From an optimization exercise on the open Yosys and OpenROAD flow, aimed at small area, a short achievable clock period and few clock cycles per item; shortcuts taken in it are not production practice. Only simulation tests tie the RTL to the original design; equivalence was not proved.

Setup of old:
// tbacc
module tbacc (
    input  wire         clk,
    input  wire         rst,
    input  wire         cmd_valid,
    output wire         cmd_ready,
    input  wire [7:0]   cmd_op,
    input  wire [63:0]  cmd_a,
    input  wire [63:0]  cmd_b,
    output wire         rsp_valid,
    output wire [7:0]   rsp_status,
    output wire [63:0]  rsp_data,
    output wire         mem_req,
    output wire         mem_wide,
    output wire [31:0]  mem_addr,
    input  wire         mem_ack,
    input  wire [63:0]  mem_rdata,
    input  wire         mem_err,
    output wire [63:0]  value_o,
    output wire [15:0]  status_o
);
clock: 12.5 ns
lec_check: 0
cap_margin: 20
core_margin: 2
core_utilization: 40
place_density: 0.6
setup_slack_margin: 5
slew_margin: 20
run.sh (not shown) runs the stock make flow with config.mk's settings and CLKGATE_MAP_FILE= SYNTH_SCRIPT=/design/flow/synth_recipe.tcl, a recipe that flattens the netlist after the stock synthesis.
old went all the way through synthesis, placement and routing and the layout is clean on timing, DRC and antenna.
Testbench counts of old, summed over its fixed seeds: cycles 16,824, hashes 384.
What new does differently from old at the input level:
- a deleted SETUP_SLACK_MARGIN that had been 5
==> flow/flow/run.sh (new file) <==
#!/bin/bash
set -euo pipefail
MARGIN=$(cat flow/margin.txt)
bash standard.sh SETUP_SLACK_MARGIN=$MARGIN finish > standard.log 2>&1
==> flow/flow/margin.txt (new file) <==
9
==> flow/standard.sh (new file) <==
#!/bin/bash
# synth_recipe.tcl (not shown) runs the flow's synth.tcl, then flattens the netlist and writes it again
# the make line also repeats each setting of config.mk as NAME=value (left out here)
make -C /OpenROAD-flow-scripts/flow DESIGN_CONFIG=/design/flow/config.mk WORK_HOME=/design/flow/orfs CLKGATE_MAP_FILE= SYNTH_SCRIPT=/design/flow/synth_recipe.tcl "${@:-finish}"
removed: flow/run.sh
Notes after the runs:
new ended with less fraction of area in clock buffers and inverters than old. The number of cells upsized or downsized after cts number comes out lower for old vs new. Cell with the largest stage delay on the worst path = sky130_fd_sc_hd__a211oi_1: old; cell with the largest stage delay on the worst path = sky130_fd_sc_hd__a221o_1: new. Going from old to new, finished layout cell area went up by 21%; final clock period utilization by the worst path went down by 6.6 points.

Another version of the RTL of tbacc (not shown whole).
Size: roughly 620 flip-flops, about 390 I/O pins.
export LEC_CHECK = 0
export CAP_MARGIN = 20
export CORE_MARGIN = 2
export CORE_UTILIZATION = 40
export PLACE_DENSITY = 0.6
export SLEW_MARGIN = 20
export SYNTH_HIERARCHICAL = 1
export TNS_END_PERCENT = 0
create_clock -name core_clock -period 12.5 [get_ports {clk}]
standard.sh (not shown) runs the stock make flow with config.mk's settings and CLKGATE_MAP_FILE= SYNTH_SCRIPT=/design/flow/synth_recipe.tcl, a recipe that flattens the netlist after the stock synthesis.
==> flow/flow/run.sh <==
#!/bin/bash
set -euo pipefail
bash standard.sh SETUP_SLACK_MARGIN=9 "BUFFER_PORTS_ARGS=-buffer_cell sky130_fd_sc_hd__buf_4" finish > standard.log 2>&1
Testbench counts at the start, summed over its fixed seeds: cycles 16,276, hashes 384.
==> next run, changes <==
- SYNTH_HIERARCHICAL: 1 -> unset
=>
- The new run finished clean
- core utilization shrinks by 2.1 points
- routed wire length came out lower by 12%
- non-clock buffer count came out lower by 160
- via count decreases by 8.7%
- cell count decreases by 7.7%

== v24 ==
tbacc, a different RTL version from the one above (not shown whole).
For scale: ~4900 cells after synthesis, about 620 flip-flops, roughly 390 I/O pins, ~0.045 sq mm of cells after synthesis.
==> flow/config.mk <==
export PLATFORM = sky130hd
export DESIGN_NAME = tbacc
export DESIGN_NICKNAME = tbacc
export VERILOG_FILES = /design/flow/design.v
export SDC_FILE = /design/flow/constraint.sdc
export NUM_CORES = 4
export LEC_CHECK = 0
export CAP_MARGIN = 20
export CORE_MARGIN = 2
export CORE_UTILIZATION = 45
export PLACE_DENSITY = 0.65
export SLEW_MARGIN = 20
export TNS_END_PERCENT = 0
==> flow/constraint.sdc <==
create_clock -name core_clock -period 12.5 [get_ports {clk}]
set_input_delay 2.5000 -clock core_clock [delete_from_list [all_inputs] [get_ports {clk}]]
set_output_delay 2.5000 -clock core_clock [all_outputs]
set_load 0.01 [all_outputs]
Scripts as last shown in full above: flow/flow/run.sh
Testbench counts of v24, summed over its fixed seeds: cycles 16,276, hashes 384.
Here is what was changed in the inputs of v6 compared with v24.
Settings: PLACE_DENSITY now 0.7, was 0.65; CORE_UTILIZATION now 40, was 45.
Findings:
- Summary — post-CTS setup buffer count, v6 relative to v24: higher, by about 12%.
- Relative to v24, the design area of v6 is higher by 0.76%.
- For v24, the source of the critical timing path was bm, unlike v6, where it was u_core.B[40].
- v6 has slew of the pin with the lowest slew margin below what v24 had.
- Number of I/O pins came out exactly the same in v24 and v6.
--- input diff v6..v30 ---
Settings: PLACE_DENSITY now 0.6, was 0.7; SYNTH_HIERARCHICAL now 1, previously not set.
[summary]
Delta (v30 minus v6): share of synthesized cell area in and, or, nand and nor gates grew by 1.3 points; number of multi-input combinational cells in the layout up about 7%; number of fill cells higher; fraction of area in registers -1.5 points.
Global-route usage: v30 vs v6 down 3.4 points
v30 against v6: count of cell types in the netlist shows an increase of 21; minimum clock period shows an increase of 0.054 ns; initial standard-cell utilization of the core shows no meaningful change.

Setup of run A:
Another version of the RTL of tbacc (not shown whole).
For scale: about 5100 cells after synthesis, ~620 flip-flops, ~46000 µm² of cells after synthesis.
export LEC_CHECK = 0
export CAP_MARGIN = 20
export CORE_MARGIN = 2
export CORE_UTILIZATION = 40
export PLACE_DENSITY = 0.6
export SLEW_MARGIN = 20
export TNS_END_PERCENT = 0
create_clock -name core_clock -period 12.5 [get_ports {clk}]
==> flow/flow/run.sh <==
#!/bin/bash
set -euo pipefail
bash standard.sh SETUP_SLACK_MARGIN=8.4 "BUFFER_PORTS_ARGS=-buffer_cell sky130_fd_sc_hd__buf_4" finish > standard.log 2>&1
Testbench counts of run A, summed over its fixed seeds: cycles 16,282, hashes 384.
## Diff of input files: run B against run A
Settings: putting GPL_TIMING_DRIVEN at 0 where nothing was set.
==> flow/flow/run.sh <==
#!/bin/bash
set -euo pipefail
bash standard.sh SETUP_SLACK_MARGIN=9 "BUFFER_PORTS_ARGS=-buffer_cell sky130_fd_sc_hd__buf_4" finish > standard.log 2>&1
--- outcome ---
Run B: flow completed, timing, DRC and antenna clean
Summary of run B over run A: count of flip-flops with a built-in enable after synthesis now sits at about the same level, sequential cell area now sits at about the same level, wire length now sits higher, worst path buffer plus inverter count now sits higher.
Via count normalized by instance count in run B is 0.52 above run A.
From run A to run B the numbers moved as follows: overall via count from detail_route picked up an extra 14%.
Modified inputs, run C compared to run B
Settings: GPL_TIMING_DRIVEN no longer set, was 0.
==> flow/flow/run.sh <==
#!/bin/bash
set -euo pipefail
bash standard.sh SETUP_SLACK_MARGIN=9 "BUFFER_PORTS_ARGS=-buffer_cell sky130_fd_sc_hd__buf_1" finish > standard.log 2>&1
--- outcome ---
- Run C vs. run B: starting DRC count in detailed routing shrank by 1767; routed length on met3 lost about 36%; clock sink total closely matched the old numbers; critical path depth up 4.
- Launching instance or port of the critical path: u_core.h1_q$_SDFF_PP0_ -> run B, bm$_SDFFE_PP0P_ -> run C
#### Input delta (run D over run C)
Settings: PLACE_DENSITY changed from 0.6 to 0.7.
==> flow/flow/run.sh <==
#!/bin/bash
set -euo pipefail
bash standard.sh SETUP_SLACK_MARGIN=9 "BUFFER_PORTS_ARGS=-buffer_cell sky130_fd_sc_hd__buf_4" finish > standard.log 2>&1
==> comparison <==
- Compared with run C, run D shows a higher final area.
- Relative to run C, final worst-path cycle share has increased by 0.39 points in run D.
- Relative to run C, number of gates resized after cts has increased by 24% in run D.
- As of run D, number of vias after detailed routing had risen slightly compared to run C.
- On number of stages on the worst hold path, run C tracks run D almost exactly.
- On run D: maximum operating frequency is 1.2% lower than what run C gave.
- The final period demand of the worst path of run D exceeds that of run C by 49 ps.
--- input diff run D..run E ---
Settings: PLACE_DENSITY changed from 0.7 to 0.6.
==> summary.txt <==
Compared with run D, run E supports a higher clock frequency. Diff run D -> run E | maximum fanout count along the critical path | decrease of 3. Relative to run D, end-of-flow core utilization has gone up in run E. When run E is set beside run D, its setup slack after placement turns out to be 310 ps smaller.
Input changes introduced in run F (baseline for comparison: run E):
Settings: CORE_UTILIZATION now 45, was 40; PLACE_DENSITY now 0.65, was 0.6.
==> flow/flow/run.sh <==
#!/bin/bash
set -euo pipefail
bash standard.sh SETUP_SLACK_MARGIN=9 "BUFFER_PORTS_ARGS=-buffer_cell sky130_fd_sc_hd__buf_1" finish > standard.log 2>&1
==> summary.txt <==
Per the final summary, run F finished and its layout is clean on timing, DRC and antenna.
Of run F and run E, the run reporting the lower met2 track demand over resource was run E.
As of run F, number of placement rows had fallen by a few percent compared to run E.
Looking at largest stage delay on the critical path across run F and run E, the one that comes out higher is run F.
Run comparison: run F leading cell type in the layout, fill and taps excluded nand2_1; run E leading cell type in the layout, fill and taps excluded buf_4
Changes observed in run F relative to run E: final antenna diode count moved down; average wire per cell in the routed design shows an increase of about 1%.

-- port drivers added, routing unchanged --
Ports are ideal in the flow. The routed layouts listed here were re-timed in OpenROAD. Step 1 (the two cells are an assumption about what drives the block):
set clk [get_ports {clk}]
set_driving_cell -lib_cell sky130_fd_sc_hd__clkbuf_16 $clk
set_driving_cell -lib_cell sky130_fd_sc_hd__buf_2 [delete_from_list [all_inputs] $clk]
Step 2, shift: input delay + t, output delay - t, t = (earliest + latest rising clock arrival at the registers) / 2. This alone moves slack from input paths to output paths. Slacks: ideal ports / drivers / drivers and shift; pairs: ideal ports / drivers.
| run | shift t [ns] | setup slack, ns | worst setup path after step 2 | slew at the worst register clock pin (ns) |
|---|---|---|---|---|
| old | 0.746 | 4.962 / 4.962 / 4.962 | register to register | 0.07 / 0.07 |
| new | 0.736 | 5.788 / 5.788 / 5.788 | register to register | 0.07 / 0.07 |
| the first run of note 2 | 0.767 | 8.161 / 8.161 / 7.665 | input to register | 0.07 / 0.07 |
| the second run of note 2 | 0.745 | 7.611 / 7.611 / 7.260 | input to register | 0.07 / 0.07 |
| v24 | 0.744 | 8.171 / 8.171 / 7.977 | input to register | 0.07 / 0.07 |
| v6 | 0.751 | 8.197 / 8.197 / 7.995 | input to register | 0.07 / 0.07 |
| v30 | 0.752 | 8.143 / 8.143 / 7.845 | input to register | 0.06 / 0.06 |
| run A | 0.759 | 8.064 / 8.064 / 7.733 | input to register | 0.07 / 0.07 |
| run B | 0.784 | 7.993 / 7.993 / 7.468 | input to register | 0.07 / 0.07 |
| run C | 0.768 | 8.305 / 8.272 / 7.860 | input to register | 0.07 / 0.07 |
| run D | 0.744 | 8.255 / 8.255 / 7.948 | input to register | 0.07 / 0.07 |
| run E | 0.735 | 8.334 / 8.299 / 7.819 | input to register | 0.07 / 0.07 |
| run F | 0.742 | 8.369 / 8.369 / 7.846 | input to register | 0.07 / 0.07 |
After both steps every run listed still meets setup and hold. For run B, which loses most, drivers alone change the setup slack by 0.000 ns; drivers and shift together by -0.525 ns.
